This design comes from an exercise in tuning for small area, a short achievable clock period and few clock cycles on the open sky130 flow, not from production work.
Function was checked by simulation only, so behaviour that the tests miss may differ from the original.
Power figures rest on the tool's default switching activity, not on a simulated workload.

==> design.v <==
module toy_lic_tce (
    input  wire        clk,
    input  wire        rst,           
    input  wire        lic_ready,     
    input  wire        cmd_valid,
    output wire        cmd_ready,
    input  wire [31:0] cmd_word,
    input  wire [31:0] cmd_arg,
    output reg         done,
    output reg  [3:0]  status,
    output reg  [31:0] res,
    output reg         fault,
    output reg  [1:0]  cal_state,
    output wire        bus_req,
    output wire        bus_we,
    output wire [1:0]  bus_space,
    output wire [15:0] bus_addr,
    output wire [31:0] bus_wdata,
    input  wire        bus_ack,
    input  wire [31:0] bus_rdata
);
    localparam integer D  = 3;               
    localparam integer ND = (32 + D - 1) / D;
    localparam [1:0] SP_MMIO = 2'd0, SP_PORT = 2'd1, SP_LOG = 2'd2;
    localparam [3:0] ST_OK = 4'd0, ST_ILLEGAL = 4'd1, ST_NOT_READY = 4'd2,
                     ST_UNCAL = 4'd3, ST_SEQ = 4'd4, ST_CAL_FAILED = 4'd5,
                     ST_RANGE = 4'd6;
    localparam [1:0] UNCAL = 2'd0, CAL_OK = 2'd1, CAL_FAILED = 2'd2;
    localparam [4:0]
        S_IDLE  = 5'd0,
        S_C_LVT = 5'd1,  S_C_TDCR = 5'd2,  S_C_TICR = 5'd3,  S_C_RDSC = 5'd4,
        S_C_WRSC = 5'd5, S_C_MODE = 5'd6,  S_C_CNTLO = 5'd7, S_C_CNTHI = 5'd8,
        S_C_POLL = 5'd9, S_C_RDCUR = 5'd10, S_C_DIV = 5'd11, S_C_STOP = 5'd12,
        S_C_RDSC2 = 5'd13, S_C_WRSC2 = 5'd14, S_C_LOG = 5'd15,
        S_T_STOP = 5'd16, S_T_WSEL = 5'd17, S_T_SEL = 5'd18, S_T_LVT = 5'd19,
        S_T_WCNT = 5'd20, S_T_TICR = 5'd21, S_P_STOP = 5'd22;
    reg [4:0]  state;
    reg        rdy;
    reg        b_req, b_we;
    reg [1:0]  b_space;
    reg [9:0]  b_addr;
    reg        w_iv, w_cnt, w_c;     
    reg [7:0]  cw;                   
    reg        cw17;
    reg        zr;                   
    reg [31:0] iv;           
    reg        periodic;
    reg [25:0] tq;           
    reg [6:0]  tr;           
    reg [41:0] acc;          
    reg        ovf;          
    reg [6:0]  rem;
    reg [3:0]  dig;          
    reg        first;        
    reg        fin;          
    assign cmd_ready = rdy;
    assign bus_req   = b_req;
    assign bus_we    = b_we;
    assign bus_space = b_space;
    assign bus_addr  = {6'd0, b_addr};
    assign bus_wdata = ({32{w_iv}} & iv) |
                       ({32{w_cnt}} & {acc[34:4], acc[3] | zr}) |
                       ({32{w_c}} & {14'd0, cw17, 9'd0, cw});
    wire mid_z    = ~|cmd_word[27:1];
    wire top9     = (cmd_word[31:28] == 4'h9);
    wire topA     = (cmd_word[31:28] == 4'hA);
    wire topB     = (cmd_word[31:28] == 4'hB);
    wire is_cal   = mid_z & top9 & ~cmd_word[0];
    wire is_start = mid_z & topA;
    wire legal    = mid_z & (topA | ((top9 | topB) & ~cmd_word[0]));
    wire go_ok    = mid_z & lic_ready &
                    ((topA & (cal_state == CAL_OK)) | (topB & ~cmd_word[0]) |
                     (top9 & ~cmd_word[0] & (cal_state == UNCAL)));
    reg [3:0] refuse_code;
    always @(*) begin
        if (!legal)                            refuse_code = ST_ILLEGAL;
        else if (!lic_ready)                   refuse_code = ST_NOT_READY;
        else if (is_cal && cal_state != UNCAL) refuse_code = ST_SEQ;
        else if (is_start && cal_state != CAL_OK) refuse_code = ST_UNCAL;
        else                                   refuse_code = ST_OK;
    end
    function [5:0] nbits;        
        input [31:0] v;
        integer n;
        begin
            nbits = 6'd0;
            for (n = 0; n < 32; n = n + 1)
                if (v[n]) nbits = n[5:0] + 6'd1;
        end
    endfunction
    reg [3:0] lead;
    wire [D*ND-1:0] argp = cmd_arg;
    integer li;
    always @(*) begin
        lead = 4'd0;
        for (li = 1; li < ND; li = li + 1)
            if (argp[D*li +: D] != {D{1'b0}}) lead = li[3:0];
    end
    wire [5:0] n_iv  = (a[2] ? 6'd3 : a[1] ? 6'd2 : a[0] ? 6'd1 : 6'd0) + dig * 6'd3;
    wire [5:0] n_res = nbits(res);
    wire [6:0] n_sum = {1'b0, n_iv} + {1'b0, n_res};
    reg        fit_r, big_r;
    wire       fit_sz = first ? (n_sum <= 7'd41) : fit_r;     
    wire       big_sz = first ? (n_sum >= 7'd51) : big_r;     
    wire        run  = ((state == S_T_STOP) | (state == S_T_WSEL) | (state == S_T_SEL) |
                        (state == S_T_LVT) | (state == S_T_WCNT) | (state == S_C_DIV)) & ~fin;
    wire [3:0]  d    = dig;
    wire [D*ND-1:0] ivp = iv;
    wire [D-1:0] a   = ivp[D*d +: D];
    wire        last = (d == 4'd0);
    wire [D+7:0] x0 = {1'b0, rem, {D{1'b0}}} + tr * a;
    wire [D:0]   q_e = x0[D+7:7];
    wire [7:0]   r_e = {1'b0, x0[6:0]} + {q_e, 1'b0} + q_e;
    wire         q_c = (r_e >= 8'd125);
    wire [6:0]   rem_n = q_c ? r_e[6:0] + 7'd3 : r_e[6:0];
    localparam integer AW = 43 + D;
    wire [AW-1:0] pr [0:D+1];
    genvar gi;
    generate
        for (gi = 0; gi < D; gi = gi + 1) begin : pp_row
            assign pr[gi] = {{(AW-26){1'b0}}, tq & {26{a[gi]}}} << gi;
        end
    endgenerate
    assign pr[D]     = {1'b0, acc, {D{1'b0}}};
    assign pr[D + 1] = {{(AW-D-1){1'b0}}, q_e};
    wire [AW-1:0] s1 = pr[0] ^ pr[1] ^ pr[2];
    wire [AW-1:0] c1 = ((pr[0] & pr[1]) | (pr[0] & pr[2]) | (pr[1] & pr[2])) << 1;
    wire [AW-1:0] s2 = s1 ^ c1 ^ pr[3];
    wire [AW-1:0] c2 = ((s1 & c1) | (s1 & pr[3]) | (c1 & pr[3])) << 1;
    wire [AW-1:0] s4 = s2 ^ c2 ^ pr[4];
    wire [AW-1:0] c4 = (((s2 & c2) | (s2 & pr[4]) | (c2 & pr[4])) << 1) | q_c;
    reg  [AW-1:0] acc_sum, bk_g, bk_p;
    integer bl, bi;
    always @(*) begin
        bk_g = s4 & c4;
        bk_p = s4 ^ c4;
        for (bl = 0; (1 << bl) < AW; bl = bl + 1)                
            for (bi = (2 << bl) - 1; bi < AW; bi = bi + (2 << bl)) begin
                bk_g[bi] = bk_g[bi] | (bk_p[bi] & bk_g[bi - (1 << bl)]);
                bk_p[bi] = bk_p[bi] & bk_p[bi - (1 << bl)];
            end
        for (bl = 4; bl >= 0; bl = bl - 1)                        
            for (bi = 3 * (1 << bl) - 1; bi < AW; bi = bi + (2 << bl)) begin
                bk_g[bi] = bk_g[bi] | (bk_p[bi] & bk_g[bi - (1 << bl)]);
                bk_p[bi] = bk_p[bi] & bk_p[bi - (1 << bl)];
            end
        acc_sum = (s4 ^ c4) ^ {bk_g[AW-2:0], 1'b0};
    end
    wire [3:0] sel_q;            
    assign sel_q[3] = ovf;
    assign sel_q[2:0] = acc[41] ? 3'd7 : acc[40] ? 3'd6 : acc[39] ? 3'd5 :
                        acc[38] ? 3'd4 : acc[37] ? 3'd3 : acc[36] ? 3'd2 :
                        acc[35] ? 3'd1 : 3'd0;
    wire       fits  = (acc[41:35] == 7'd0);
    function [3:0] enc_of;
        input [2:0] k;
        begin
            case (k)
                3'd0: enc_of = 4'hB;
                3'd1: enc_of = 4'h0;
                3'd2: enc_of = 4'h1;
                3'd3: enc_of = 4'h2;
                3'd4: enc_of = 4'h3;
                3'd5: enc_of = 4'h8;
                3'd6: enc_of = 4'h9;
                default: enc_of = 4'hA;
            endcase
        end
    endfunction
    wire        lastnow = run & last;
    wire        rdy_f   = fin | lastnow;
    wire [41:0] acc_f   = fin ? acc : acc_sum[41:0];
    wire        ovf_f   = fin ? ovf : (ovf | (acc_sum[42+D:42] != 0));
    wire [3:0]  sel_f;
    assign sel_f[3] = ovf_f;
    assign sel_f[2:0] = acc_f[41] ? 3'd7 : acc_f[40] ? 3'd6 : acc_f[39] ? 3'd5 :
                        acc_f[38] ? 3'd4 : acc_f[37] ? 3'd3 : acc_f[36] ? 3'd2 :
                        acc_f[35] ? 3'd1 : 3'd0;
    wire        cnt_ok  = fin ? fits : (lastnow & fit_sz);
    wire tzero = (res == 32'd0);
    reg [4:0] nx_state;
    reg       nx_req, nx_we, nx_fin;
    reg [1:0] nx_space;
    reg [9:0] nx_addr;
    reg [3:0] nx_status;
    always @(*) begin
        nx_state = state; nx_req = 1'b1; nx_we = 1'b1; nx_space = SP_MMIO; nx_addr = 10'h380;
        nx_fin = 1'b0; nx_status = ST_OK;
        case (state)
            S_C_LVT:   begin nx_state = S_C_TDCR;  nx_addr = 10'h3E0; end
            S_C_TDCR:  begin nx_state = S_C_TICR;  nx_addr = 10'h380; end
            S_C_TICR:  begin nx_state = S_C_RDSC;  nx_we = 1'b0; nx_space = SP_PORT; nx_addr = 10'h061; end
            S_C_RDSC:  begin nx_state = S_C_WRSC;  nx_space = SP_PORT; nx_addr = 10'h061; end
            S_C_WRSC:  begin nx_state = S_C_MODE;  nx_space = SP_PORT; nx_addr = 10'h043; end
            S_C_MODE:  begin nx_state = S_C_CNTLO; nx_space = SP_PORT; nx_addr = 10'h042; end
            S_C_CNTLO: begin nx_state = S_C_CNTHI; nx_space = SP_PORT; nx_addr = 10'h042; end
            S_C_CNTHI: begin nx_state = S_C_POLL;  nx_we = 1'b0; nx_space = SP_PORT; nx_addr = 10'h061; end
            S_C_POLL:  begin    
                nx_we = 1'b0;
                if (bus_rdata[5]) begin nx_state = S_C_RDCUR; nx_addr = 10'h390; end
                else begin nx_space = SP_PORT; nx_addr = 10'h061; end
            end
            S_C_RDCUR: begin nx_state = S_C_DIV;   nx_req = 1'b0; end
            S_C_DIV:   begin nx_state = S_C_STOP;  nx_req = fin; end
            S_C_STOP:  begin nx_state = S_C_RDSC2; nx_we = 1'b0; nx_space = SP_PORT; nx_addr = 10'h061; end
            S_C_RDSC2: begin nx_state = S_C_WRSC2; nx_space = SP_PORT; nx_addr = 10'h061; end
            S_C_WRSC2: begin
                if (tzero) begin nx_state = S_C_LOG; nx_space = SP_LOG; nx_addr = 10'd1; end
                else begin nx_state = S_IDLE; nx_req = 1'b0; nx_fin = 1'b1; end
            end
            S_C_LOG:   begin nx_state = S_IDLE; nx_req = 1'b0; nx_fin = 1'b1; nx_status = ST_CAL_FAILED; end
            S_T_STOP, S_T_WSEL: begin
                nx_state = S_T_SEL; nx_addr = 10'h3E0;
                if (rdy_f) begin
                    if (sel_f[3]) begin nx_space = SP_LOG; nx_addr = 10'd2; end
                end else if (big_sz) begin
                    nx_space = SP_LOG; nx_addr = 10'd2;
                end else if (!fit_sz) begin
                    nx_state = S_T_WSEL; nx_req = 1'b0;
                end
            end
            S_T_SEL: begin
                if (b_space == SP_LOG) begin
                    nx_state = S_IDLE; nx_req = 1'b0; nx_fin = 1'b1; nx_status = ST_RANGE;
                end else begin
                    nx_state = S_T_LVT; nx_addr = 10'h320;
                end
            end
            S_T_LVT, S_T_WCNT: begin
                nx_state = cnt_ok ? S_T_TICR : S_T_WCNT; nx_req = cnt_ok;
            end
            default: begin nx_state = S_IDLE; nx_req = 1'b0; nx_fin = 1'b1; end   
        endcase
    end
    wire ack  = b_req & bus_ack;
    wire step = ack |
                (~b_req & (state != S_IDLE) & nx_req);
    wire [2:0] k_sel = rdy_f ? sel_f[2:0] : 3'd0;
    always @(posedge clk) begin
        if (state == S_IDLE) begin
            iv       <= cmd_arg;
            periodic <= cmd_word[0];
        end else begin
            case (state)
                S_C_TDCR:  iv <= 32'hFFFF_FFFF;
                S_C_RDSC:  iv <= {24'd0, (bus_rdata[7:0] & 8'hFD) | 8'h01};
                S_C_RDCUR: iv <= ~bus_rdata;
                S_C_RDSC2: iv <= {24'd0, bus_rdata[7:0] & 8'hFE};
                default: ;
            endcase
        end
        if (state == S_IDLE || state == S_C_RDCUR) begin
            acc <= 42'd0; ovf <= 1'b0; rem <= 7'd0; first <= 1'b1; fin <= 1'b0;
            dig <= (state == S_IDLE) ? lead : ND - 1;
        end else if (run) begin
            acc <= acc_sum[41:0];
            ovf <= ovf | (acc_sum[42+D:42] != 0);
            rem <= rem_n;
            dig <= d - 4'd1;
            first <= 1'b0;
            fin <= last;
            if (first) begin
                fit_r <= (n_sum <= 7'd41);
                big_r <= (n_sum >= 7'd51);
            end
        end else if (fin && !fits && state != S_T_WSEL && state != S_T_STOP) begin
            acc <= acc >> 1;         
        end
        if (state == S_C_LVT) begin
            tq <= 26'd0; tr <= 7'd1;
        end else if (state == S_C_DIV && fin) begin
            tq <= acc[25:0]; tr <= rem;
        end
        if (state == S_IDLE) begin
            w_iv <= 1'b0; w_cnt <= 1'b0; w_c <= ~cmd_word[29];     
            cw <= 8'h31; cw17 <= 1'b0;
        end else if (step) begin
            case (state)
                S_C_LVT:   cw <= 8'h0B;
                S_C_TDCR:  begin w_c <= 1'b0; w_iv <= 1'b1; end
                S_C_WRSC:  begin w_iv <= 1'b0; w_c <= 1'b1; cw <= 8'hB0; end
                S_C_MODE:  cw <= 8'h9C;
                S_C_CNTLO: cw <= 8'h2E;
                S_C_DIV:   w_c <= 1'b0;
                S_C_RDSC2: w_iv <= 1'b1;
                S_C_WRSC2: w_iv <= 1'b0;
                S_T_STOP, S_T_WSEL: begin
                    if (nx_space == SP_LOG) w_iv <= 1'b1;
                    else if (nx_req) begin w_c <= 1'b1; cw <= {4'd0, enc_of(k_sel)}; end
                end
                S_T_SEL:   begin cw <= 8'h30; cw17 <= periodic; end
                S_T_LVT, S_T_WCNT: begin
                    w_c <= 1'b0; w_cnt <= 1'b1; zr <= (acc_f[34:3] == 32'd0);
                end
                default: ;
            endcase
        end
        if (state == S_IDLE) begin
            b_we    <= 1'b1;
            b_space <= SP_MMIO;
            b_addr  <= cmd_word[29] ? 10'h380 : 10'h320;
        end else if (step) begin
            b_we    <= nx_we;
            b_space <= nx_space;
            b_addr  <= nx_addr;
        end
        if (rst) begin
            state     <= S_IDLE;
            rdy       <= 1'b1;
            b_req     <= 1'b0;
            done      <= 1'b0;
            status    <= ST_OK;
            res       <= 32'd0;
            fault     <= 1'b0;
            cal_state <= UNCAL;
        end else if (state == S_IDLE) begin
            done <= 1'b0;
            if (cmd_valid) begin
                status <= refuse_code;
                if (!go_ok) begin
                    fault <= 1'b1;
                    done  <= 1'b1;
                end else begin
                    rdy   <= 1'b0;
                    b_req <= 1'b1;
                    state <= cmd_word[29] ? (cmd_word[28] ? S_P_STOP : S_T_STOP) : S_C_LVT;
                end
            end
        end else begin
            done <= 1'b0;
            if (state == S_C_RDCUR) res <= ~bus_rdata;
            if (step) begin
                state  <= nx_state;
                b_req  <= nx_req;
                rdy    <= nx_fin;
                done   <= nx_fin;
                if (nx_fin) status <= nx_status;
                if (state == S_C_WRSC2) cal_state <= tzero ? CAL_FAILED : CAL_OK;
            end
        end
    end
endmodule
==> flow/run.sh <==
#!/bin/bash
# Own layout flow: the standard ORFS flow (standard.sh), with the ports
# buffered by buf_1 cells instead of the default delay buffers, and the
# timing repair after CTS and global routing aimed at a setup slack margin
# (the clock period and constraints are the design's; only the repair
# effort changes). Each tool's full output goes to a log in this folder.
set -euo pipefail
MARGIN=47
bash standard.sh "SETUP_SLACK_MARGIN=$MARGIN" \
    "BUFFER_PORTS_ARGS=-buffer_cell sky130_fd_sc_hd__buf_1" finish > standard_finish.log 2>&1
==> standard.sh <==
#!/bin/bash
# synth_recipe.tcl (not shown) runs the flow's synth.tcl, then flattens the netlist and writes it again
# the make line also repeats each setting of config.mk as NAME=value (left out here)
make -C /OpenROAD-flow-scripts/flow DESIGN_CONFIG=/design/flow/config.mk WORK_HOME=/design/flow/orfs CLKGATE_MAP_FILE= SYNTH_SCRIPT=/design/flow/synth_recipe.tcl "${@:-finish}"
==> config.mk <==
export PLATFORM = sky130hd
export DESIGN_NAME = toy_lic_tce
export DESIGN_NICKNAME = toy_lic_tce
export VERILOG_FILES = /design/flow/design.v
export SDC_FILE = /design/flow/constraint.sdc
export NUM_CORES = 4
export LEC_CHECK = 0
export CAP_MARGIN = 20
export CORE_MARGIN = 2
export CORE_UTILIZATION = 40
export SLEW_MARGIN = 20
==> constraint.sdc <==
create_clock -name core_clock -period 60.0 [get_ports {clk}]
set_input_delay 12.0000 -clock core_clock [delete_from_list [all_inputs] [get_ports {clk}]]
set_output_delay 12.0000 -clock core_clock [all_outputs]
set_load 0.01 [all_outputs]
==> flow_summary.ini, run 1 <==
[floorplanning]
core_area_sq_um = 37400
start_util_pct = 40.4
rows = 71
die_h_microns = 198
die_w_microns = 198
ios = 194
dieArea_sq_um = 39300

[synthesis]
netlist_area_sq_um = 15100
synth_largest_area_cell = dfxtp_1
seq_area_frac_synth_pct = 28.6
yosys_warnings = 1
synthFlopType = dfxtp_1
syn_inst = 1771
ys_ff_latch = 192
synthArstFlopShare_pct = 0
syn_area_per_cell_sq_um = 8.53
synth_cell_types = 91
synth-edff-count = 48
synth_top_area_share_pct = 19.1
synth.area.top_cells = dfxtp_1 (19%), fa_1 (11%), edfxtp_1 (9.5%)

[min_path]
hp-class = reg2reg

[sta]
fin_crit_ns = 13.83
finalHoldViolCount = 0
hold_ws_ns = 0.458
max_freq_mhz = 72.3
slew_violations = 0
period_share_pct = 23.1
setup_viol = 0
clock_skew_ns = 0.0179
rsz0062_at_grt = true
tightest_slew_ns = 1.08
tns_ns = 0
slew-limit-headroom_pct = 28.2

[route]
drtPass1Iterations = 5
drc_errors = 0
wl_per_cell_microns = 18.7
drt-total-wl_microns = 46100
drtIter0Drc = 1107
via_count = 13833
postRouteAntennaNets = 0
avgViaCountPerCell = 5.61

[global_routing]
track_usage_pct = 23.3
antenna_found_initial = 0
gr-total-overflow = 0
grt_pass1_vias = 13180
grt_pass1_wl_microns = 71900
grt_start_max_net_pins = 63

[cts]
clock_latency_ns = 0.47
cts_buffers = 17
clockBufferDepth = 2
cts_max_level = 4
cts.clk_slew.worst_paths_ns = 0.08
root_buffer = clkbuf_16
cts_tree = done
clock_sinks = 192

[final_layout]
antennaDiodeCount = 0
fillers = 3677
syn_to_final_growth_pct = 16.5
multi_input_area_sq_um = 10200
final_nets = 2232
drive_gt1_share_pct = 13.7
final_area_sq_um = 17600
seq_area_sq_um = 4470

[power]
total_power_uw = 278
p_leak_uw = 0.00759
p_per_area_nw_per_um2 = 15.8
vdd_drop_max_mv = 0.0196

[setup_path]
arrival_ns = 1.83
crit_type = reg2out
worst_path_max_delay_cell = a222oi_1
endpoint_kind = primary output
slowest_delay_ns = 0.57
critPathLaunchType = flip-flop
cp_max_fo = 8
path_cells = a222oi_1 > inv_1 > buf_1
required_ns = 48.00

[status]
status = finished clean

[place]
dpl-instance-area_sq_um = 16300
hpwl_microns = 34000
port-buffer-count = 184
globalplace.congestion = 0.888

[flow_run]
max-cap-violations = 0
placed cells by master, fill, tap and decap left out, drive strengths merged, types with 9 or more instances in the layout:
cell type / netlist / layout
dfxtp: 144 / 144
clkbuf: 77 / 41
nor2: 173 / 173
a21o: 25 / 25
buf: 22 / 217
o22ai: 14 / 14
and2: 97 / 97
nor4: 34 / 34
a21oi: 176 / 176
o21ai: 53 / 53
fa: 83 / 83
and3: 18 / 18
mux2i: 38 / 38
a31oi: 15 / 15
nor3: 36 / 36
ha: 108 / 108
xor2: 15 / 15
nor2b: 9 / 9
conb: 1 / 9
a22oi: 10 / 10
nand2: 202 / 202
a211oi: 27 / 27
edfxtp: 48 / 48
a22o: 26 / 26
o21bai: 13 / 13
nand3: 28 / 28
inv: 111 / 118
xnor2: 29 / 29
nand2b: 13 / 13
worst max-delay path: cells and delay by family (launching register included):
| family | cells | cell delay [ns] |
|---|---|---|
| flops | 1 | 0.55 |
| buf+inv | 2 | 0.25 |
| compound gates | 1 | 0.57 |
stage by stage:
| step | util (%) | setup WS [ns] | std cells |
|---|---|---|---|
| 3_3_place_gp | 43.7 | 46.03 | 2397 |
| 2_1_floorplan | - | 46.30 | 1779 |
| 6_report | 47.1 | 46.17 | 2464 |
| 4_1_cts | 46.1 | 46.20 | 2445 |
| 3_5_place_dp | 43.7 | 45.98 | 2397 |
| 5_1_grt | 47.1 | 46.13 | 2464 |
path summary, 6_finish.rpt:
check,depth (start not counted),slack [ns],endpoint,startpoint
worst max register to register,50,48.08,cw[3],dig[1]
worst min-delay path,2,0.46,tr[4],rem[4]
worst max-delay path,3,46.17,bus_wdata[5],w_c
worst min register to register,2,0.46,tr[4],rem[4]
power by group:
part / internal [uW] / total (uW) / switching (uW) / leakage, uW
sequential: 133 / 135 / 1.92 / 0.00170
clock: 59.4 / 119 / 60.1 / 0.000280
combinational: 10.1 / 24.2 / 14.1 / 0.00561
registers in the layout, summed over array words and instances (netlist names), 2 cells and up:
register   count
tq            26
cw             7
cal_state      2
state          5
res           32
tr             7
b_space        2
status         3
dig            4
iv            32
rem            7
b_addr         7
acc           42
cell usage after synthesis (9+ instances only):
master	count
inv_1	111
nand3_1	28
mux2i_1	38
o22ai_1	14
o21ai_0	48
nor2b_1	9
dfxtp_1	144
a22oi_1	10
a22o_1	26
nor3_1	35
nand2_1	202
a31oi_1	14
a21oi_1	174
clkbuf_1	77
fa_1	83
edfxtp_1	48
xor2_1	15
xnor2_1	29
o21bai_1	13
a21o_1	24
and3_1	17
buf_4	10
a211oi_1	25
buf_1	10
and2_1	96
nor2_1	171
nor4_1	34
ha_1	108
nand2b_1	13
per-layer routing:
metal	global-route usage (%)	wire length (microns)	up-vias
li1	-	-	6567
met1	31.1	20300	6735
met2	38.6	22100	448
met3	3.10	2410	83
met4	8.69	1330	0
met5	0	0	-
logic make-up (layout without fill, tap and decap cells):
logic type / after synthesis / in the layout / share of synthesized area [%]
compound gates: 434 / 434 / 19.1
fa+ha+maj: 191 / 191 / 19.9
mux: 45 / 45 / 3.49
buf+inv: 213 / 387 / 5.60
other cells: 1 / 9 / 0.0248
flops: 192 / 192 / 28.6
xor+xnor: 44 / 44 / 2.55
simple gates: 651 / 651 / 20.6
layout make-up:
cell class | count | share of cell area (%)
Clock inverter | 15 | 0.960
Sequential cell | 192 | 25.4
Timing Repair Buffer | 241 | 7.15
Clock buffer | 17 | 2.42
Multi-Input combinational cell | 1374 | 58.0
Inverter | 114 | 2.43
Tap cell | 511 | 3.63
repair_timing:
item | in CTS | in global routing
setup endpoints to repair | 82 | 83
pin swaps | 15 | 11
resized for setup | 102 | 79
setup buffers | 16 | 19
hold buffers | 0 | 0
Testbench counts, summed over its fixed seeds: cycles 28,441.
==> inputs of run 2 (changes only) <==
--- a/flow/run.sh
+++ b/flow/run.sh
@@ -6,5 +6,5 @@
 # effort changes). Each tool's full output goes to a log in this folder.
 set -euo pipefail
-MARGIN=47
+MARGIN=46.6
 bash standard.sh "SETUP_SLACK_MARGIN=$MARGIN" \
     "BUFFER_PORTS_ARGS=-buffer_cell sky130_fd_sc_hd__buf_1" finish > standard_finish.log 2>&1
==> flow_summary.ini, run 2 <==
[synthesis]
synth.area.mux_share_pct = 3.49
yosys.cell_count.top_type = nand2_1
synthFlopType = dfxtp_1
seq_area_frac_synth_pct = 28.6
netlist_area_sq_um = 15100
synthTopCellsByCount = nand2_1 (202), a21oi_1 (174), nor2_1 (171)
synth_xor_area_share_pct = 2.55
ys_ff_latch = 192
synth-edff-count = 48
synth_largest_area_cell = dfxtp_1
synth_top_family_by_area = simple AND/OR/NAND/NOR gates
syn_inst = 1771
synth-compound-area-share_pct = 19.1
yosys_warnings = 1
synthArstFlopShare_pct = 0
synth.area.top_cells = dfxtp_1 (19%), fa_1 (11%), edfxtp_1 (9.5%)
synth_fa_ha_area_share_pct = 19.9
synth-simple-area-share_pct = 20.6
synth_cell_types = 91
synth_top_area_share_pct = 19.1
syn_area_per_cell_sq_um = 8.53

[final_layout]
antennaDiodeCount = 0
largest_register_ff_count = 42
syn_to_final_growth_pct = 14.1
drive_gt1_share_pct = 8.36
most-common-layout-cells = nand2_1 (201), a21oi_1 (172), nor2_1 (168)
reg.largest.list = acc: 42 flops, iv: 32 flops, res: 32 flops
top_register = acc
layout_commonest_cell = nand2_1
final_nets = 2216

[sta]
slew_violations = 0
fin_crit_ns = 13.67
finalHoldViolCount = 0
tightest_slew_ns = 1.10
setup_viol = 0
period_share_pct = 22.8
rsz0062_at_grt = true
max_freq_mhz = 73.1
finalWorstSetupSlack_ns = 46.33
slew-limit-headroom_pct = 26.2
tns_ns = 0
clock_skew_ns = 0.0157

[global_routing]
gr-total-overflow = 0
grt_pass1_wl_microns = 72100
antenna_found_initial = 0
grt_start_max_net_pins = 63
grt_pass1_vias = 13226
track_usage_pct = 23.3

[setup_path]
arrival_ns = 1.67
path_cells = buf_6 > a222oi_1 > inv_1 > clkbuf_2
critPathLaunchType = flip-flop
rr_worst_depth = 50
crit_family = compound AO/OA/AOI/OAI gates
critPathBufInv = 3
timing.rr.start = dig[0]
worst_path_max_delay_cell = a222oi_1
crit_cells = 4
crit_type = reg2out
slowest_delay_ns = 0.47
required_ns = 48.00
r2r-end = cw[3]
setup.worst_path.end = bus_wdata[5]
endpoint_kind = primary output
startpoint = w_c
cp_max_fo = 8
rrSetupSlack_ns = 47.66

[route]
drtIter0Drc = 1038
postRouteAntennaNets = 0
via_count = 13656
drt-total-wl_microns = 45400
drc_errors = 0
avgViaCountPerCell = 5.58
wl_per_cell_microns = 18.5
drtPass1Iterations = 5

[floorplanning]
dieArea_sq_um = 39300
die_h_microns = 198
die_w_microns = 198
ios = 194
start_util_pct = 40.4
core_area_sq_um = 37400
rows = 71

[power]
p_switching_uw = 76.0
p_sw_share_pct = 27.5
clkPwrFrac_pct = 42.3
seq_power_share_pct = 49.4
vdd_drop_max_mv = 0.0140
p_leak_uw = 0.00732
combPwrFrac_pct = 8.4
p_per_area_nw_per_um2 = 16.0
p_int_uw = 200

[cts]
root_buffer = clkbuf_16
cts_buffers = 17
clockBufferDepth = 2
cts_tree = done
cts.clk_slew.worst_paths_ns = 0.08
cts_max_level = 4
ctsHoldBuffers = 0
clock_latency_ns = 0.45
clock_sinks = 192

[place]
dp_slack_ns = 45.96
globalplace.congestion = 0.895
hpwl_microns = 33800
port-buffer-count = 184

[flow_run]
max-cap-violations = 0

[min_path]
hold_depth = 2
hp-class = reg2reg

[status]
status = finished clean
-- run 2: cell counts after synthesis --
No cell type changed its count.
-- run 2: power by group through the flow --
stage	Clock [uW]	Sequential [uW]	Combinational (uW)
floorplan	0	138	14.9
global placement	0	139	22.0
detailed placement	0	139	22.4
CTS	118	136	22.8
global route	122	137	25.7
finish	117	136	23.1
-- run 2: area by class of cell --
type,instances,area (sq um)
Fill cell,3710,20200
Inverter,114,428
Multi-Input combinational cell,1374,10100
Sequential cell,192,4340
Clock inverter,15,163
Timing Repair Buffer,225,1100
Tap cell,511,639
Clock buffer,17,425
-- run 2: worst min-delay path by stage --
stage,from,end,slack [ns]
after floorplan,cw[7],cw[7],0.43
after global placement,rem[2],tr[2],0.44
after detailed placement,rem[5],tr[5],0.45
after CTS,rem[5],tr[5],0.45
after global routing,rem[2],tr[2],0.48
final,rem[5],tr[5],0.45
-- run 2: routing by layer --
| layer | track usage [%] | vias to the layer above | routed length [microns] | part of all wire, % |
|---|---|---|---|---|
| met5 | 0 | - | 0 | 0 |
| met4 | 8.60 | 0 | 1490 | 3.3 |
| met3 | 3.41 | 74 | 2130 | 4.7 |
| met2 | 38.0 | 418 | 21400 | 47 |
| met1 | 31.3 | 6639 | 20400 | 45 |
| li1 | - | 6525 | - | - |
-- run 2: what timing repair did --
action	4_1_cts	5_1_grt
cloned	0	0
resized for setup	29	39
buffers inserted	15	4
pin swaps	10	7
endpoints found under the setup margin	38	40
-- run 2: worst min-delay path: cells and delay by family, from the launching register on --
family             cells  cell delay [ns]
DFF                    1             0.31
and+or+nand+nor        1             0.05
AOI/OAI and AO/OA      1             0.05
-- run 2: logic make-up after synthesis --
logic type	Yosys count
buffers and inverters	213
adder cells (fa/ha/maj)	191
multiplexers	45
AND/OR/NAND/NOR	651
AO/OA/AOI/OAI	434
flip-flops	192
other	1
XOR/XNOR	44
-- run 2: per-stage QoR --
stage	hold WS [ns]	utilization, %	cells	instance area (sq um)	total power [uW]
floorplan	0.428	-	1779	15100	153
global placement	0.441	43.5	2397	16300	161
detailed placement	0.448	43.5	2397	16300	162
CTS	0.454	45.7	2444	17100	277
global route	0.481	46.1	2448	17200	285
finish	0.449	46.1	2448	17200	276
==> inputs of run 3 (changes only) <==
--- a/flow/run.sh
+++ b/flow/run.sh
@@ -6,5 +6,5 @@
 # effort changes). Each tool's full output goes to a log in this folder.
 set -euo pipefail
-MARGIN=46.6
+MARGIN=46.0
 bash standard.sh "SETUP_SLACK_MARGIN=$MARGIN" \
     "BUFFER_PORTS_ARGS=-buffer_cell sky130_fd_sc_hd__buf_1" finish > standard_finish.log 2>&1
==> flow_summary.ini, run 3 <==
[status]
status = finished clean

[global_routing]
gr-total-overflow = 0
antenna_found_initial = 0
grt_start_max_net_pins = 63
grt_pass1_wl_microns = 72900
grt_pass1_vias = 13307
track_usage_pct = 23.6

[synthesis]
synth_cell_types = 91
seq_area_frac_synth_pct = 28.6
synth_top_area_share_pct = 19.1
synth.area.top_cells = dfxtp_1 (19%), fa_1 (11%), edfxtp_1 (9.5%)
synthArstFlopShare_pct = 0
netlist_area_sq_um = 15100
ys_ff_latch = 192
synth-edff-count = 48
syn_inst = 1771
syn_area_per_cell_sq_um = 8.53
synthFlopType = dfxtp_1
yosys.cell_count.top_type = nand2_1
synth_largest_area_cell = dfxtp_1
synthTopCellsByCount = nand2_1 (202), a21oi_1 (174), nor2_1 (171)
yosys_warnings = 1

[route]
postRouteAntennaNets = 0
via_count = 13786
drt-total-wl_microns = 45300
drtIter0Drc = 1092
drtPass1Iterations = 6
wl_per_cell_microns = 18.7
drc_errors = 0
avgViaCountPerCell = 5.68

[final_layout]
layout_commonest_cell = nand2_1
most-common-layout-cells = nand2_1 (201), buf_1 (183), a21oi_1 (173)
antennaDiodeCount = 0
reg.largest.list = acc: 42 flops, iv: 32 flops, res: 32 flops
largest_register_ff_count = 42
final_nets = 2197
drive_gt1_share_pct = 4.95
top_register = acc
syn_to_final_growth_pct = 11.6

[setup_path]
endpoint_kind = primary output
rrSetupSlack_ns = 47.82
critPathLaunchType = flip-flop
required_ns = 48.00
cp_max_fo = 8
crit_type = reg2out
arrival_ns = 1.86

[floorplanning]
core_area_sq_um = 37400
die_h_microns = 198
rows = 71
dieArea_sq_um = 39300
die_w_microns = 198
start_util_pct = 40.4
ios = 194

[sta]
period_share_pct = 23.1
fin_crit_ns = 13.86
setup_viol = 0
max_freq_mhz = 72.2
clock_skew_ns = 0.0120
finalHoldViolCount = 0
tns_ns = 0
rsz0062_at_grt = false
tightest_slew_ns = 1.03
slew-limit-headroom_pct = 31.2
slew_violations = 0
finalWorstSetupSlack_ns = 46.14

[power]
clkPwrFrac_pct = 42.2
seq_power_share_pct = 49.5
p_switching_uw = 72.4
p_per_area_nw_per_um2 = 16.4
p_sw_share_pct = 26.3
p_leak_uw = 0.00704
vdd_drop_max_mv = 0.0181
combPwrFrac_pct = 8.3
p_int_uw = 203

[cts]
cts_buffers = 17
clock_latency_ns = 0.46
cts_max_level = 4
clock_sinks = 192
postCtsSetupBuffers = 0
cts.clk_slew.worst_paths_ns = 0.07
cts_tree = done
root_buffer = clkbuf_16
clockBufferDepth = 2

[place]
hpwl_microns = 33800
port-buffer-count = 184
globalplace.congestion = 0.892
dp_slack_ns = 45.87

[flow_run]
max-cap-violations = 0

[min_path]
hp-class = reg2reg
[run 3: cell counts after synthesis]
No cell type changed its count.
[run 3: cells by family after synthesis]
group,count (synthesis),share of synthesized area (%)
other cells,1,0.0248
buf+inv,213,5.60
compound gates,434,19.1
simple gates,651,20.6
xor+xnor,44,2.55
flops,192,28.6
fa+ha+maj,191,19.9
mux,45,3.49
[run 3: what timing repair did]
item | CTS | global route
gates resized for setup | 2 | 0
hold buffers | 0 | 0
endpoints found under the setup margin | 32 | 0
[run 3: power groups by stage]
stage / combinational (uW) / sequential (uW) / clock (uW)
floorplan: 14.9 / 138 / 0
global placement: 22.2 / 139 / 0
detailed placement: 22.7 / 139 / 0
CTS: 22.9 / 136 / 118
global route: 25.2 / 137 / 122
finish: 22.9 / 137 / 116
[run 3: worst max-delay path: stages (launching register included)]
cell and delay, ns:
edfxtp_1 0.55, a222oi_1 0.59, inv_1 0.11, buf_1 0.15
[run 3: final timing paths]
path,start,endpoint,depth (start not counted)
hold / removal,rem[3],tr[3],2
hold reg to reg,rem[3],tr[3],2
setup reg to reg,dig[0],cw[3],49
setup / recovery,w_c,bus_wdata[5],3
[run 3: cell type report]
type	instances	area, sq um
clock buffers	20	447
clock inverters	12	121
fillers	3728	20500
inverters	114	428
multi-input cells	1374	10000
flip-flops and latches	192	4330
well taps	511	639
repair buffers	206	857
[run 3: layer usage]
layer  routed length (microns)  share of wire [%]  GRT usage [%]  vias to the layer above
met1                     20500                 45           32.2                     6758
met2                     21600                 48           39.3                      452
met3                      2220                4.9           2.71                       66
li1                          -                  -              -                     6510
met5                         0                  0              0                        -
met4                      1030                2.3           6.93                        0
[run 3: stage by stage]
stage          instance area, sq um  std cells  utilization (%)  power, uW  hold WS, ns
6_report                      16900       2429             45.1        276        0.451
5_1_grt                       16900       2429             45.1        284        0.473
4_1_cts                       16900       2429             45.1        277        0.454
3_5_place_dp                  16300       2397             43.5        162        0.443
3_3_place_gp                  16300       2397             43.5        162        0.443
2_1_floorplan                 15100       1779                -        153        0.428
==> inputs of run 4 (changes only) <==
--- a/flow/run.sh
+++ b/flow/run.sh
@@ -6,5 +6,5 @@
 # effort changes). Each tool's full output goes to a log in this folder.
 set -euo pipefail
-MARGIN=46.0
+MARGIN=46.3
 bash standard.sh "SETUP_SLACK_MARGIN=$MARGIN" \
     "BUFFER_PORTS_ARGS=-buffer_cell sky130_fd_sc_hd__buf_1" finish > standard_finish.log 2>&1
--- a/config.mk
+++ b/config.mk
@@ -8,4 +8,4 @@
 export CAP_MARGIN = 20
 export CORE_MARGIN = 2
-export CORE_UTILIZATION = 40
+export CORE_UTILIZATION = 55
 export SLEW_MARGIN = 20
==> flow_summary.ini, run 4 <==
[status]
status = finished clean

[route]
via_count = 13541
wl_per_cell_microns = 19.0
postRouteAntennaNets = 0
drt-total-wl_microns = 43000
drc_errors = 0
drtPass1Iterations = 5
drtIter0Drc = 1199
avgViaCountPerCell = 5.99

[cts]
clock_latency_ns = 0.45
cts_buffers = 17
cts_tree = done
root_buffer = clkbuf_16
cts_max_level = 4
clock_sinks = 192
cts.clk_slew.worst_paths_ns = 0.08
postCtsSetupBuffers = 0
clockBufferDepth = 2

[sta]
slew_violations = 0
slew-limit-headroom_pct = 26.7
tightest_slew_ns = 1.10
rsz0062_at_grt = true
setup_viol = 0
period_share_pct = 23.1
tns_ns = 0
fin_crit_ns = 13.86
clock_skew_ns = 0.0176
max_freq_mhz = 72.1
finalWorstSetupSlack_ns = 46.14
finalHoldViolCount = 0

[synthesis]
synth.area.mux_share_pct = 3.49
syn_area_per_cell_sq_um = 8.53
synth-compound-area-share_pct = 19.1
synth_top_area_share_pct = 19.1
synth_fa_ha_area_share_pct = 19.9
ys_ff_latch = 192
synth_largest_area_cell = dfxtp_1
yosys_warnings = 1
synth_cell_types = 91
synth_top_family_by_area = simple AND/OR/NAND/NOR gates
yosys.cell_count.top_type = nand2_1
synthArstFlopShare_pct = 0
synth-simple-area-share_pct = 20.6
synth_xor_area_share_pct = 2.55
synth.area.top_cells = dfxtp_1 (19%), fa_1 (11%), edfxtp_1 (9.5%)
syn_inst = 1771
synthFlopType = dfxtp_1
synthTopCellsByCount = nand2_1 (202), a21oi_1 (174), nor2_1 (171)
seq_area_frac_synth_pct = 28.6
synth-edff-count = 48
netlist_area_sq_um = 15100

[final_layout]
top_register = acc
most-common-layout-cells = nand2_1 (202), buf_1 (181), a21oi_1 (173)
antennaDiodeCount = 0
layout_commonest_cell = nand2_1
drive_gt1_share_pct = 5.26
syn_to_final_growth_pct = 10.7
fillers = 2467
multi_input_area_sq_um = 10000
final_nets = 2198
largest_register_ff_count = 42
reg.largest.list = acc: 42 flops, iv: 32 flops, res: 32 flops
seq_area_sq_um = 4330

[global_routing]
grt_start_max_net_pins = 63
grt_pass1_vias = 13089
antenna_found_initial = 0
grt_pass1_wl_microns = 69300
gr-total-overflow = 0
track_usage_pct = 30.2

[min_path]
hp-class = reg2reg

[setup_path]
rrSetupSlack_ns = 47.59
worst_path_max_delay_cell = a222oi_1
crit_type = reg2out
slowest_delay_ns = 0.62
path_cells = a222oi_1 > inv_1 > clkbuf_2
critPathBufInv = 2
crit_family = compound AO/OA/AOI/OAI gates
critPathLaunchType = flip-flop
cp_max_fo = 8
endpoint_kind = primary output
required_ns = 48.00
arrival_ns = 1.86

[floorplanning]
die_w_microns = 170
ios = 194
core_area_sq_um = 27000
die_h_microns = 170
dieArea_sq_um = 28800
rows = 60
start_util_pct = 56.0

[power]
p_per_area_nw_per_um2 = 16.7
total_power_uw = 279
vdd_drop_max_mv = 0.0152
p_leak_uw = 0.00708

[place]
port-buffer-count = 184
globalplace.congestion = 0.924
hpwl_microns = 32100
dp_slack_ns = 45.97

[flow_run]
max-cap-violations = 0
-- run 4: cell counts after synthesis --
Identical to the previous run, type by type.
-- run 4: area by class of cell --
class                   count  area share (%)
multi-input cells        1374            60.0
flip-flops and latches    192            25.9
repair buffers            207            5.30
inverters                 114            2.56
well taps                 341            2.55
clock buffers              17            2.54
clock inverters            15            1.14
-- run 4: routing by layer --
| metal | global-route usage, % | part of all wire (%) |
|---|---|---|
| met5 | 0 | 0 |
| met3 | 3.43 | 5.5 |
| met2 | 48.7 | 46 |
| met1 | 42.7 | 46 |
| met4 | 9.36 | 2.3 |
-- run 4: worst reg2reg max path: cells and delay by family (launching register included) --
kind	cells	cell delay, ns
flops	1	0.82
fa+ha+maj	10	3.57
simple gates	8	1.84
compound gates	19	3.66
mux	2	0.87
buf+inv	8	0.82
xor+xnor	3	0.73
-- run 4: cells by family (layout without fill, tap and decap cells) --
kind of cell / after synthesis / in the layout
and+or+nand+nor: 651 / 651
AOI/OAI and AO/OA: 434 / 434
buffers and inverters: 213 / 353
DFF: 192 / 192
adders and majority gates: 191 / 191
muxes: 45 / 45
xor gates and xnor gates: 44 / 44
other: 1 / 9
-- run 4: final timing paths --
kind,from,to,cells after the start
hold reg to reg,rem[3],tr[3],2
setup / recovery,w_c,bus_wdata[3],3
setup reg to reg,dig[0],cw[3],50
hold / removal,rem[3],tr[3],2
-- run 4: power breakdown --
group / switching (uW) / total, uW / internal (uW) / leakage, uW
Clock: 59.8 / 120 / 60.6 / 0.000302
Combinational: 13.2 / 22.5 / 9.30 / 0.00511
Sequential: 1.83 / 136 / 134 / 0.00167
Total: 74.8 / 279 / 204 / 0.00708
-- run 4: through the flow --
| stage | cells | utilization [%] | instance area, sq um | hold slack (ns) |
|---|---|---|---|---|
| finish | 2260 | 62.0 | 16700 | 0.456 |
| global route | 2260 | 62.0 | 16700 | 0.493 |
| CTS | 2258 | 61.9 | 16700 | 0.458 |
| detailed placement | 2226 | 59.5 | 16000 | 0.444 |
| global placement | 2226 | 59.5 | 16000 | 0.440 |
| floorplan | 1779 | - | 15100 | 0.428 |
-- run 4: timing repair --
action	in CTS	in global routing
hold buffers	0	0
endpoints found under the hold margin	0	0
pin swaps	6	5
gates resized for setup	3	4
setup endpoints to repair	32	10
==> inputs of run 5 (changes only) <==
--- a/config.mk
+++ b/config.mk
@@ -8,4 +8,6 @@
 export CAP_MARGIN = 20
 export CORE_MARGIN = 2
-export CORE_UTILIZATION = 55
+export CORE_UTILIZATION = 40
+export CTS_CLUSTER_DIAMETER = 100
+export CTS_CLUSTER_SIZE = 40
 export SLEW_MARGIN = 20
==> flow_summary.ini, run 5 <==
[synthesis]
synth_top_family_by_area = simple AND/OR/NAND/NOR gates
synth_top_area_share_pct = 19.1
synth_cell_types = 91
synthTopCellsByCount = nand2_1 (202), a21oi_1 (174), nor2_1 (171)
syn_inst = 1771
seq_area_frac_synth_pct = 28.6
netlist_area_sq_um = 15100
synth_largest_area_cell = dfxtp_1
synthFlopType = dfxtp_1
synthArstFlopShare_pct = 0
synth_fa_ha_area_share_pct = 19.9
synth-edff-count = 48
yosys_warnings = 1
synth.area.mux_share_pct = 3.49
ys_ff_latch = 192
syn_area_per_cell_sq_um = 8.53
yosys.cell_count.top_type = nand2_1
synth-simple-area-share_pct = 20.6
synth_xor_area_share_pct = 2.55
synth-compound-area-share_pct = 19.1
synth.area.top_cells = dfxtp_1 (19%), fa_1 (11%), edfxtp_1 (9.5%)

[power]
p_per_area_nw_per_um2 = 16.5
p_leak_uw = 0.00706
vdd_drop_max_mv = 0.0176

[sta]
slew_violations = 0
setup_viol = 0
fin_crit_ns = 13.68
clock_skew_ns = 0.0158
rsz0062_at_grt = true
tightest_slew_ns = 1.10
tns_ns = 0
period_share_pct = 22.8
finalHoldViolCount = 0
slew-limit-headroom_pct = 26.7
max_freq_mhz = 73.1

[global_routing]
gr-total-overflow = 0
grt_pass1_wl_microns = 72300
antenna_found_initial = 1
track_usage_pct = 23.4
grt_start_max_net_pins = 63
grt_pass1_vias = 13222

[route]
drtIter0Drc = 1122
avgViaCountPerCell = 5.60
drtPass1Iterations = 5
wl_per_cell_microns = 18.7
via_count = 13596
drc_errors = 0
drt-total-wl_microns = 45300
postRouteAntennaNets = 0

[final_layout]
top_register = acc
final_nets = 2198
drive_gt1_share_pct = 5.26
final_area_sq_um = 16900
layout_commonest_cell = nand2_1
most-common-layout-cells = nand2_1 (202), buf_1 (182), a21oi_1 (173)
final_core_util_pct = 45.2
reg.largest.list = acc: 42 flops, iv: 32 flops, res: 32 flops
syn_to_final_growth_pct = 12.0
antennaDiodeCount = 0
largest_register_ff_count = 42

[floorplanning]
rows = 71
dieArea_sq_um = 39300
start_util_pct = 40.4
die_w_microns = 198
die_h_microns = 198
core_area_sq_um = 37400
ios = 194

[setup_path]
path_cells = buf_6 > a222oi_1 > inv_1 > buf_1
cp_max_fo = 8
critPathLaunchType = flip-flop
required_ns = 48.00
slowest_delay_ns = 0.44
timing.rr.start = dig[0]
worst_path_max_delay_cell = a222oi_1
arrival_ns = 1.68
rrSetupSlack_ns = 47.74
endpoint_kind = primary output
startpoint = w_c
crit_type = reg2out

[status]
status = finished clean

[min_path]
hp-class = reg2reg
hp-start = rem[5]

[place]
hpwl_microns = 34000
dpl-instance-area_sq_um = 16300
globalplace.congestion = 0.924
port-buffer-count = 184

[cts]
clockBufferDepth = 2
clock_latency_ns = 0.46
ctsHoldBuffers = 0
cts_buffers = 17
cts.clk_slew.worst_paths_ns = 0.09
clock_sinks = 192
cts_max_level = 4
cts_tree = done
root_buffer = clkbuf_16

[flow_run]
max-cap-violations = 0
[run 5: cell types whose count changed in the layout (fill, tap and decap cells not counted), sizes merged]
cell,delta
clkinvlp,+1
inv,+1
buf,+1
clkinv,-2
bufinv,-1
[run 5: worst paths after layout]
kind                        to  depth (start not counted)
setup / recovery  bus_wdata[5]                          4
setup reg to reg         cw[3]                         50
hold reg to reg          tr[5]                          2
hold / removal           tr[5]                          2
[run 5: kinds of logic after synthesis]
| group | count (synthesis) |
|---|---|
| other | 1 |
| muxes | 45 |
| xor gates and xnor gates | 44 |
| adders and majority gates | 191 |
| DFF | 192 |
| AOI/OAI and AO/OA | 434 |
| buffers and inverters | 213 |
| and+or+nand+nor | 651 |
[run 5: metrics by stage]
stage	total power (uW)	hold WS [ns]	std cells	worst slack, ns
floorplan	153	0.428	1779	46.30
global placement	162	0.443	2396	46.01
detailed placement	162	0.446	2396	45.96
CTS	280	0.450	2429	46.32
global route	287	0.459	2430	46.27
finish	279	0.451	2430	46.32
[run 5: what timing repair did]
item                                    CTS  global route
endpoints found under the hold margin     0             0
endpoints found under the setup margin   32             5
setup buffers                             1             1
pin swaps                                 3             4
resized for setup                         4             3
[run 5: critical path: cells and delay by family (launching register included)]
family                 cells  cell delay, ns
flip-flops                 1            0.38
AO/OA/AOI/OAI              1            0.44
buffers and inverters      3            0.38
[run 5: where the power goes]
group / leakage [uW] / internal, uW / switching (uW)
sequential: 0.00167 / 134 / 2.13
combinational: 0.00510 / 9.40 / 13.5
clock: 0.000293 / 58.6 / 61.0
total: 0.00706 / 202 / 76.5
[run 5: area by class of cell]
class | instances | area, sq um
Clock buffer | 18 | 450
Multi-Input combinational cell | 1374 | 10000
Timing Repair Buffer | 207 | 873
Fill cell | 3742 | 20500
Clock inverter | 14 | 156
Sequential cell | 192 | 4330
Inverter | 114 | 428
Tap cell | 511 | 639
[run 5: routing by layer]
layer  up-vias  track usage [%]  wire length (microns)
li1       6487                -                      -
met1      6592             30.9                  19700
met2       435             38.7                  21600
met3        80             3.73                   2550
met4         2             8.41                   1480
met5         -                0                     18
==> inputs of run 6 (changes only) <==
--- a/config.mk
+++ b/config.mk
@@ -9,5 +9,5 @@
 export CORE_MARGIN = 2
 export CORE_UTILIZATION = 40
-export CTS_CLUSTER_DIAMETER = 100
-export CTS_CLUSTER_SIZE = 40
+export CTS_BUF_LIST = sky130_fd_sc_hd__clkbuf_8
+export CTS_CLUSTER_SIZE = 12
 export SLEW_MARGIN = 20
==> flow_summary.ini, run 6 <==
[sta]
clock_skew_ns = 0.0221
finalHoldViolCount = 0
slew_violations = 0
slew-limit-headroom_pct = 26.0
setup_viol = 0
tightest_slew_ns = 1.11
max_freq_mhz = 72.9
period_share_pct = 22.9
rsz0062_at_grt = true
tns_ns = 0
fin_crit_ns = 13.73

[power]
clkPwrFrac_pct = 36.7
vdd_drop_max_mv = 0.0117
p_leak_uw = 0.00699
p_switching_uw = 72.4
seq_power_share_pct = 54.2
p_per_area_nw_per_um2 = 15.0
p_int_uw = 179
total_power_uw = 252
combPwrFrac_pct = 9.1
p_sw_share_pct = 28.7

[route]
drtIter0Drc = 964
dr_wl_met2_microns = 21500
met1_length_microns = 19800
postRouteAntennaNets = 0
wl_per_cell_microns = 18.6
drc_errors = 0
drt-total-wl_microns = 45200
routed.top_layer = met5
drtPass1Iterations = 6
met3WireLength_microns = 2490
via_count = 13630
avgViaCountPerCell = 5.61

[final_layout]
reg.largest.list = acc: 42 flops, iv: 32 flops, res: 32 flops
antennaDiodeCount = 0
seq_area_sq_um = 4330
syn_to_final_growth_pct = 10.8
most-common-layout-cells = nand2_1 (202), buf_1 (182), a21oi_1 (173)
drive_gt1_share_pct = 5.26
top_register = acc
fillers = 3764
multi_input_area_sq_um = 10000
layout_commonest_cell = nand2_1
largest_register_ff_count = 42
final_nets = 2199

[setup_path]
arrival_ns = 1.73
rrSetupSlack_ns = 47.71
required_ns = 48.00
critPathLaunchType = flip-flop
endpoint_kind = primary output
cp_max_fo = 8
worst_path_max_delay_cell = a222oi_1
slowest_delay_ns = 0.45
rr_worst_depth = 50
r2r-end = cw[3]
path_cells = buf_6 > a222oi_1 > inv_1 > buf_1
crit_type = reg2out
timing.rr.start = dig[0]

[synthesis]
synthTopCellsByCount = nand2_1 (202), a21oi_1 (174), nor2_1 (171)
synth_cell_types = 91
synthArstFlopShare_pct = 0
netlist_area_sq_um = 15100
synth.area.top_cells = dfxtp_1 (19%), fa_1 (11%), edfxtp_1 (9.5%)
seq_area_frac_synth_pct = 28.6
syn_inst = 1771
synth_largest_area_cell = dfxtp_1
yosys_warnings = 1
synth-edff-count = 48
synth_top_area_share_pct = 19.1
ys_ff_latch = 192
yosys.cell_count.top_type = nand2_1
synthFlopType = dfxtp_1
syn_area_per_cell_sq_um = 8.53

[floorplanning]
ios = 194
die_w_microns = 198
start_util_pct = 40.4
core_area_sq_um = 37400
die_h_microns = 198
rows = 71
dieArea_sq_um = 39300

[cts]
cts.clk_slew.worst_paths_ns = 0.12
cts_max_level = 4
clock_sinks = 192
root_buffer = clkbuf_8
clockBufferDepth = 2
cts_tree = done
clock_latency_ns = 0.50
cts_buffers = 17

[global_routing]
grt_pass1_wl_microns = 72000
antenna_found_initial = 1
grt_start_max_net_pins = 63
track_usage_pct = 23.3
gr-total-overflow = 0
grt_pass1_vias = 13184

[place]
hpwl_microns = 34000
globalplace.congestion = 0.924
port-buffer-count = 184

[status]
status = finished clean

[flow_run]
max-cap-violations = 0

[min_path]
hold_path_end = tr[5]
hp-class = reg2reg
hold_depth = 2
hp-start = rem[5]
## run 6: worst max-delay path: cells and delay by family, from the launching register on
kind	cells	cell delay, ns
flops	1	0.40
buf+inv	3	0.38
compound gates	1	0.45
## run 6: cells by family (layout without fill, tap and decap cells)
logic type | Yosys count | in the layout | synth area share, %
AO/OA/AOI/OAI | 434 | 434 | 19.1
XOR/XNOR | 44 | 44 | 2.55
adder cells (fa/ha/maj) | 191 | 191 | 19.9
buffers and inverters | 213 | 354 | 5.60
flip-flops | 192 | 192 | 28.6
multiplexers | 45 | 45 | 3.49
other | 1 | 9 | 0.0248
AND/OR/NAND/NOR | 651 | 651 | 20.6
## run 6: how the worst max path moves through the flow
stage                       from            to  slack, ns  cells past startpoint
finish                       w_c  bus_wdata[5]      46.27                      4
CTS                          w_c  bus_wdata[5]      46.27                      4
floorplan           cmd_word[30]      state[4]      46.30                      9
global placement    cmd_word[28]      state[4]      46.01                     10
global route                 w_c  bus_wdata[5]      46.21                      4
detailed placement  cmd_word[28]      state[4]      45.96                     10
## run 6: power groups by stage
| stage | logic [uW] | registers, uW | clock network, uW |
|---|---|---|---|
| floorplan | 14.9 | 138 | 0 |
| global placement | 22.1 | 139 | 0 |
| detailed placement | 22.5 | 140 | 0 |
| CTS | 22.9 | 136 | 94.0 |
| global route | 25.4 | 137 | 98.2 |
| finish | 22.9 | 136 | 92.4 |
## run 6: cell type report
type,instances,share of cell area (%)
inverters,114,2.56
multi-input cells,1374,60.0
clock inverters,15,1.11
clock buffers,17,1.40
flip-flops and latches,192,25.9
well taps,511,3.82
repair buffers,208,5.26
## run 6: per-stage QoR
step / setup slack, ns / cell area, sq um / utilization (%) / std cells / hold WS [ns]
4_1_cts: 46.27 / 16700 / 44.7 / 2430 / 0.450
2_1_floorplan: 46.30 / 15100 / - / 1779 / 0.428
6_report: 46.27 / 16700 / 44.7 / 2431 / 0.452
3_3_place_gp: 46.01 / 16300 / 43.5 / 2396 / 0.443
3_5_place_dp: 45.96 / 16300 / 43.5 / 2396 / 0.446
5_1_grt: 46.21 / 16700 / 44.7 / 2431 / 0.462
## run 6: repair_timing
item | CTS | global route
setup endpoints to repair | 32 | 7
hold buffers | 0 | 0
pin swaps | 4 | 2
buffers inserted | 2 | 1
gates resized for setup | 6 | 0
## run 6: per-layer routing
layer	up-vias	global-route usage [%]
met3	66	3.53
li1	6493	-
met2	439	38.7
met1	6630	30.8
met5	-	0
met4	2	8.13
==> inputs of run 7 (changes only) <==
--- a/flow/run.sh
+++ b/flow/run.sh
@@ -6,5 +6,5 @@
 # effort changes). Each tool's full output goes to a log in this folder.
 set -euo pipefail
-MARGIN=46.3
-bash standard.sh "SETUP_SLACK_MARGIN=$MARGIN" \
+MARGIN=47
+bash standard.sh "SETUP_SLACK_MARGIN=$MARGIN" MATCH_CELL_FOOTPRINT=0 \
     "BUFFER_PORTS_ARGS=-buffer_cell sky130_fd_sc_hd__buf_1" finish > standard_finish.log 2>&1
--- a/config.mk
+++ b/config.mk
@@ -9,5 +9,3 @@
 export CORE_MARGIN = 2
 export CORE_UTILIZATION = 40
-export CTS_BUF_LIST = sky130_fd_sc_hd__clkbuf_8
-export CTS_CLUSTER_SIZE = 12
 export SLEW_MARGIN = 20
==> flow_summary.ini, run 7 <==
[synthesis]
synthTopCellsByCount = nand2_1 (202), a21oi_1 (174), nor2_1 (171)
synth_top_area_share_pct = 19.1
netlist_area_sq_um = 15100
synth_cell_types = 91
synthArstFlopShare_pct = 0
yosys.cell_count.top_type = nand2_1
synth_largest_area_cell = dfxtp_1
syn_area_per_cell_sq_um = 8.53
yosys_warnings = 1
synthFlopType = dfxtp_1
synth-edff-count = 48
syn_inst = 1771
synth.area.top_cells = dfxtp_1 (19%), fa_1 (11%), edfxtp_1 (9.5%)
ys_ff_latch = 192
seq_area_frac_synth_pct = 28.6

[route]
postRouteAntennaNets = 0
via_count = 13784
wl_per_cell_microns = 18.7
drc_errors = 0
drtIter0Drc = 1195
met1_length_microns = 20500
avgViaCountPerCell = 5.60
drt-total-wl_microns = 46000
routed.top_layer = met4
dr_wl_met2_microns = 22100
drtPass1Iterations = 5
met3WireLength_microns = 2190

[min_path]
hold_depth = 2
hp-start = rem[4]
hp-class = reg2reg

[sta]
tns_ns = 0
finalHoldViolCount = 0
rsz0062_at_grt = true
tightest_slew_ns = 1.08
slew_violations = 0
fin_crit_ns = 13.80
slew-limit-headroom_pct = 27.8
period_share_pct = 23.0
max_freq_mhz = 72.4
clock_skew_ns = 0.0159
setup_viol = 0

[setup_path]
crit_type = reg2out
required_ns = 48.00
timing.rr.start = dig[1]
endpoint_kind = primary output
rrSetupSlack_ns = 48.09
arrival_ns = 1.80
r2r-end = cw[3]
critPathLaunchType = flip-flop
setup.worst_path.end = bus_wdata[5]
rr_worst_depth = 50
cp_max_fo = 8
startpoint = w_c

[final_layout]
antennaDiodeCount = 0
syn_to_final_growth_pct = 16.5
layout_commonest_cell = nand2_1
final_nets = 2231
fillers = 3670
final_core_util_pct = 47.1
most-common-layout-cells = nand2_1 (199), a21oi_1 (172), nor2_1 (167)
largest_register_ff_count = 42
seq_area_sq_um = 4470
top_register = acc
multi_input_area_sq_um = 10200
drive_gt1_share_pct = 13.6
reg.largest.list = acc: 42 flops, iv: 32 flops, res: 32 flops

[flow_run]
max-cap-violations = 0

[power]
vdd_drop_max_mv = 0.0193
p_per_area_nw_per_um2 = 15.8
p_leak_uw = 0.00755

[floorplanning]
die_w_microns = 198
rows = 71
ios = 194
die_h_microns = 198
start_util_pct = 40.4
dieArea_sq_um = 39300
core_area_sq_um = 37400

[cts]
ctsHoldBuffers = 0
clock_latency_ns = 0.46
cts.clk_slew.worst_paths_ns = 0.07
cts_tree = done
root_buffer = clkbuf_16
clock_sinks = 192
cts_buffers = 17
cts_max_level = 4
clockBufferDepth = 2

[place]
port-buffer-count = 184
globalplace.congestion = 0.888
hpwl_microns = 34000

[global_routing]
antenna_found_initial = 0
grt_pass1_wl_microns = 72000
grt_start_max_net_pins = 63
grt_pass1_vias = 13190
gr-total-overflow = 0
track_usage_pct = 23.4

[status]
status = finished clean
[run 7: per-stage QoR]
step / setup slack (ns) / power, uW / cells / instance area (sq um) / hold WS (ns)
5_1_grt: 46.13 / 287 / 2463 / 17600 / 0.485
4_1_cts: 46.20 / 280 / 2447 / 17300 / 0.461
3_5_place_dp: 45.98 / 162 / 2397 / 16300 / 0.453
3_3_place_gp: 46.03 / 162 / 2397 / 16300 / 0.445
6_report: 46.20 / 278 / 2463 / 17600 / 0.459
2_1_floorplan: 46.30 / 153 / 1779 / 15200 / 0.428
[run 7: critical path, cell delays in order, from the launching register on]
cell	delay, ns
edfxtp_1	0.54
a222oi_1	0.56
inv_1	0.10
buf_1	0.15
[run 7: how the worst min path moves through the flow]
stage | slack (ns) | endpoint
after global routing | 0.49 | tr[5]
after global placement | 0.45 | tr[3]
after detailed placement | 0.45 | tr[2]
final | 0.46 | tr[4]
after floorplan | 0.43 | cw[7]
after CTS | 0.46 | tr[4]
[run 7: area by class of cell]
class | count | area share, %
timing repair buffer | 240 | 7.11
sequential | 192 | 25.4
inverter | 114 | 2.43
clock inverter | 15 | 0.960
clock buffer | 17 | 2.42
tap | 511 | 3.63
multi-input combinational | 1374 | 58.0
[run 7: timing repair]
| item | in CTS | in global routing |
|---|---|---|
| pin swaps | 19 | 8 |
| setup endpoints to repair | 82 | 84 |
| setup buffers | 18 | 16 |
| resized for setup | 127 | 62 |
[run 7: cells by family (layout without fill, tap and decap cells)]
kind of cell | count (synthesis) | after routing | share of synthesized area [%]
XOR/XNOR | 44 | 44 | 2.55
AO/OA/AOI/OAI | 434 | 434 | 19.1
other | 1 | 9 | 0.0248
buffers and inverters | 213 | 386 | 5.60
adder cells (fa/ha/maj) | 191 | 191 | 19.9
multiplexers | 45 | 45 | 3.49
flip-flops | 192 | 192 | 28.6
AND/OR/NAND/NOR | 651 | 651 | 20.6
[run 7: power breakdown]
group / total, uW / switching, uW / internal [uW]
Clock: 119 / 59.5 / 59.4
Sequential: 135 / 1.92 / 133
Combinational: 24.3 / 14.2 / 10.1
Total: 278 / 75.6 / 202
[run 7: per-layer routing]
metal / up-vias / track usage (%)
met5: - / 0
met4: 0 / 8.58
met3: 69 / 3.17
met2: 421 / 38.8
met1: 6740 / 31.0
li1: 6554 / -
==> inputs of run 8 (changes only) <==
--- a/flow/run.sh
+++ b/flow/run.sh
@@ -6,5 +6,5 @@
 # effort changes). Each tool's full output goes to a log in this folder.
 set -euo pipefail
-MARGIN=47
+MARGIN=46.3
 bash standard.sh "SETUP_SLACK_MARGIN=$MARGIN" MATCH_CELL_FOOTPRINT=0 \
     "BUFFER_PORTS_ARGS=-buffer_cell sky130_fd_sc_hd__buf_1" finish > standard_finish.log 2>&1
==> flow_summary.ini, run 8 <==
[setup_path]
arrival_ns = 1.68
crit_type = reg2out
required_ns = 48.00
cp_max_fo = 8
endpoint_kind = primary output
critPathLaunchType = flip-flop

[synthesis]
synth_top_area_share_pct = 19.1
synthTopCellsByCount = nand2_1 (202), a21oi_1 (174), nor2_1 (171)
yosys_warnings = 1
seq_area_frac_synth_pct = 28.6
synth_cell_types = 91
synth-edff-count = 48
yosys.cell_count.top_type = nand2_1
netlist_area_sq_um = 15100
ys_ff_latch = 192
syn_inst = 1771
synth_largest_area_cell = dfxtp_1
synth.area.top_cells = dfxtp_1 (19%), fa_1 (11%), edfxtp_1 (9.5%)
synthArstFlopShare_pct = 0
synthFlopType = dfxtp_1
syn_area_per_cell_sq_um = 8.53

[place]
hpwl_microns = 34000
globalplace.congestion = 0.924
port-buffer-count = 184

[route]
drtIter0Drc = 1122
drtPass1Iterations = 5
drc_errors = 0
via_count = 13596
wl_per_cell_microns = 18.7
drt-total-wl_microns = 45300
avgViaCountPerCell = 5.60
postRouteAntennaNets = 0

[floorplanning]
rows = 71
core_area_sq_um = 37400
die_h_microns = 198
dieArea_sq_um = 39300
die_w_microns = 198
start_util_pct = 40.4
ios = 194

[global_routing]
gr-total-overflow = 0
grt_pass1_vias = 13222
antenna_found_initial = 1
track_usage_pct = 23.4
grt_pass1_wl_microns = 72300
grt_start_max_net_pins = 63

[sta]
hold_ws_ns = 0.451
period_share_pct = 22.8
fin_crit_ns = 13.68
clock_skew_ns = 0.0158
max_freq_mhz = 73.1
tns_ns = 0
slew-limit-headroom_pct = 26.7
setup_viol = 0
finalHoldViolCount = 0
tightest_slew_ns = 1.10
slew_violations = 0
rsz0062_at_grt = true

[cts]
cts_buffers = 17
cts_tree = done
clock_sinks = 192
cts.clk_slew.worst_paths_ns = 0.09
root_buffer = clkbuf_16
clockBufferDepth = 2
cts_max_level = 4
clock_latency_ns = 0.46

[status]
status = finished clean

[final_layout]
layout_commonest_cell = nand2_1
largest_register_ff_count = 42
fillers = 3742
top_register = acc
reg.largest.list = acc: 42 flops, iv: 32 flops, res: 32 flops
antennaDiodeCount = 0
most-common-layout-cells = nand2_1 (202), buf_1 (182), a21oi_1 (173)
final_nets = 2198
drive_gt1_share_pct = 5.26
syn_to_final_growth_pct = 12.0

[power]
p_leak_uw = 0.00706
vdd_drop_max_mv = 0.0176
p_per_area_nw_per_um2 = 16.5

[flow_run]
max-cap-violations = 0

[min_path]
hp-class = reg2reg
## run 8: cell counts after synthesis
Identical to the previous run, type by type.
## run 8: where the power goes
part / internal, uW / leakage [uW] / switching [uW]
combinational: 9.40 / 0.00510 / 13.5
sequential: 134 / 0.00167 / 2.13
clock: 58.6 / 0.000293 / 61.0
total: 202 / 0.00706 / 76.5
## run 8: worst paths after layout
path	from	end	slack, ns	cells after the start
worst max-delay path	w_c	bus_wdata[5]	46.32	4
worst max register to register	dig[0]	cw[3]	47.74	50
worst min-delay path	rem[5]	tr[5]	0.45	2
worst min register to register	rem[5]	tr[5]	0.45	2
## run 8: area by class of cell
| cell class | count | area (sq um) | share of cell area [%] |
|---|---|---|---|
| clock inverters | 14 | 156 | 0.924 |
| flip-flops and latches | 192 | 4330 | 25.6 |
| repair buffers | 207 | 873 | 5.16 |
| multi-input cells | 1374 | 10000 | 59.3 |
| clock buffers | 18 | 450 | 2.66 |
| well taps | 511 | 639 | 3.78 |
| inverters | 114 | 428 | 2.53 |
## run 8: stage by stage
stage	total power [uW]	std cells	util (%)	setup WS (ns)	cell area, sq um
finish	279	2430	45.2	46.32	16900
global route	287	2430	45.2	46.27	16900
CTS	280	2429	45.2	46.32	16900
detailed placement	162	2396	43.5	45.96	16300
global placement	162	2396	43.5	46.01	16300
floorplan	153	1779	-	46.30	15100
## run 8: repair_timing
item | CTS | global route
gates cloned | 0 | 0
resized for setup | 4 | 3
hold buffers | 0 | 0
endpoints found under the setup margin | 32 | 5
pin swaps | 3 | 4
buffers inserted | 1 | 1
## run 8: logic make-up after synthesis
group           share of synthesized area, %
buf+inv                                 5.60
simple gates                            20.6
fa+ha+maj                               19.9
xor+xnor                                2.55
mux                                     3.49
compound gates                          19.1
flops                                   28.6
other cells                           0.0248
## run 8: layer usage
layer | GRT usage (%) | routed length, microns | vias up
li1 | - | - | 6487
met1 | 30.9 | 19700 | 6592
met2 | 38.7 | 21600 | 435
met3 | 3.73 | 2550 | 80
met4 | 8.41 | 1480 | 2
met5 | 0 | 18 | -
## run 8: worst max-delay path: stages (launching register included)
cell and delay [ns]:
edfxtp_1 0.38, buf_6 0.15, a222oi_1 0.44, inv_1 0.09
buf_1 0.14

## afterwards: timing with drivers on the ports
The flow's constraints put no driver on any port. The routed layouts listed below were extracted and timed again, unchanged, in two steps. Step 1 (the two cells are an assumption about what drives the block):
set clk [get_ports {clk}]
set_driving_cell -lib_cell sky130_fd_sc_hd__clkbuf_16 $clk
set_driving_cell -lib_cell sky130_fd_sc_hd__buf_2 [delete_from_list [all_inputs] $clk]
Step 2 also shifts input and output timing later by t, the mid clock arrival at the registers, as if the neighbouring blocks saw the same clock. a / b / c = ideal ports / drivers / drivers and shift; a / b = the first two.
| run | t (ns) | setup slack, ns | clock arrival spread, ns | worst register clock-pin slew, ns |
|---|---|---|---|---|
| run 1 | 0.511 | 46.169 / 46.117 / 46.036 | 0.018 / 0.018 | 0.09 / 0.09 |
| run 2 | 0.493 | 46.326 / 46.276 / 46.002 | 0.017 / 0.016 | 0.09 / 0.09 |
| run 3 | 0.506 | 46.140 / 46.087 / 45.806 | 0.013 / 0.012 | 0.08 / 0.08 |
| run 4 | 0.491 | 46.136 / 46.084 / 45.939 | 0.019 / 0.019 | 0.09 / 0.09 |
| run 5 | 0.506 | 46.323 / 46.270 / 45.942 | 0.015 / 0.015 | 0.09 / 0.09 |
| run 6 | 0.536 | 46.274 / 46.224 / 45.943 | 0.022 / 0.022 | 0.12 / 0.12 |
| run 7 | 0.506 | 46.195 / 46.143 / 46.025 | 0.016 / 0.016 | 0.08 / 0.08 |
| run 8 | 0.506 | 46.323 / 46.270 / 45.942 | 0.015 / 0.015 | 0.09 / 0.09 |
After both steps every run listed still meets setup and hold.
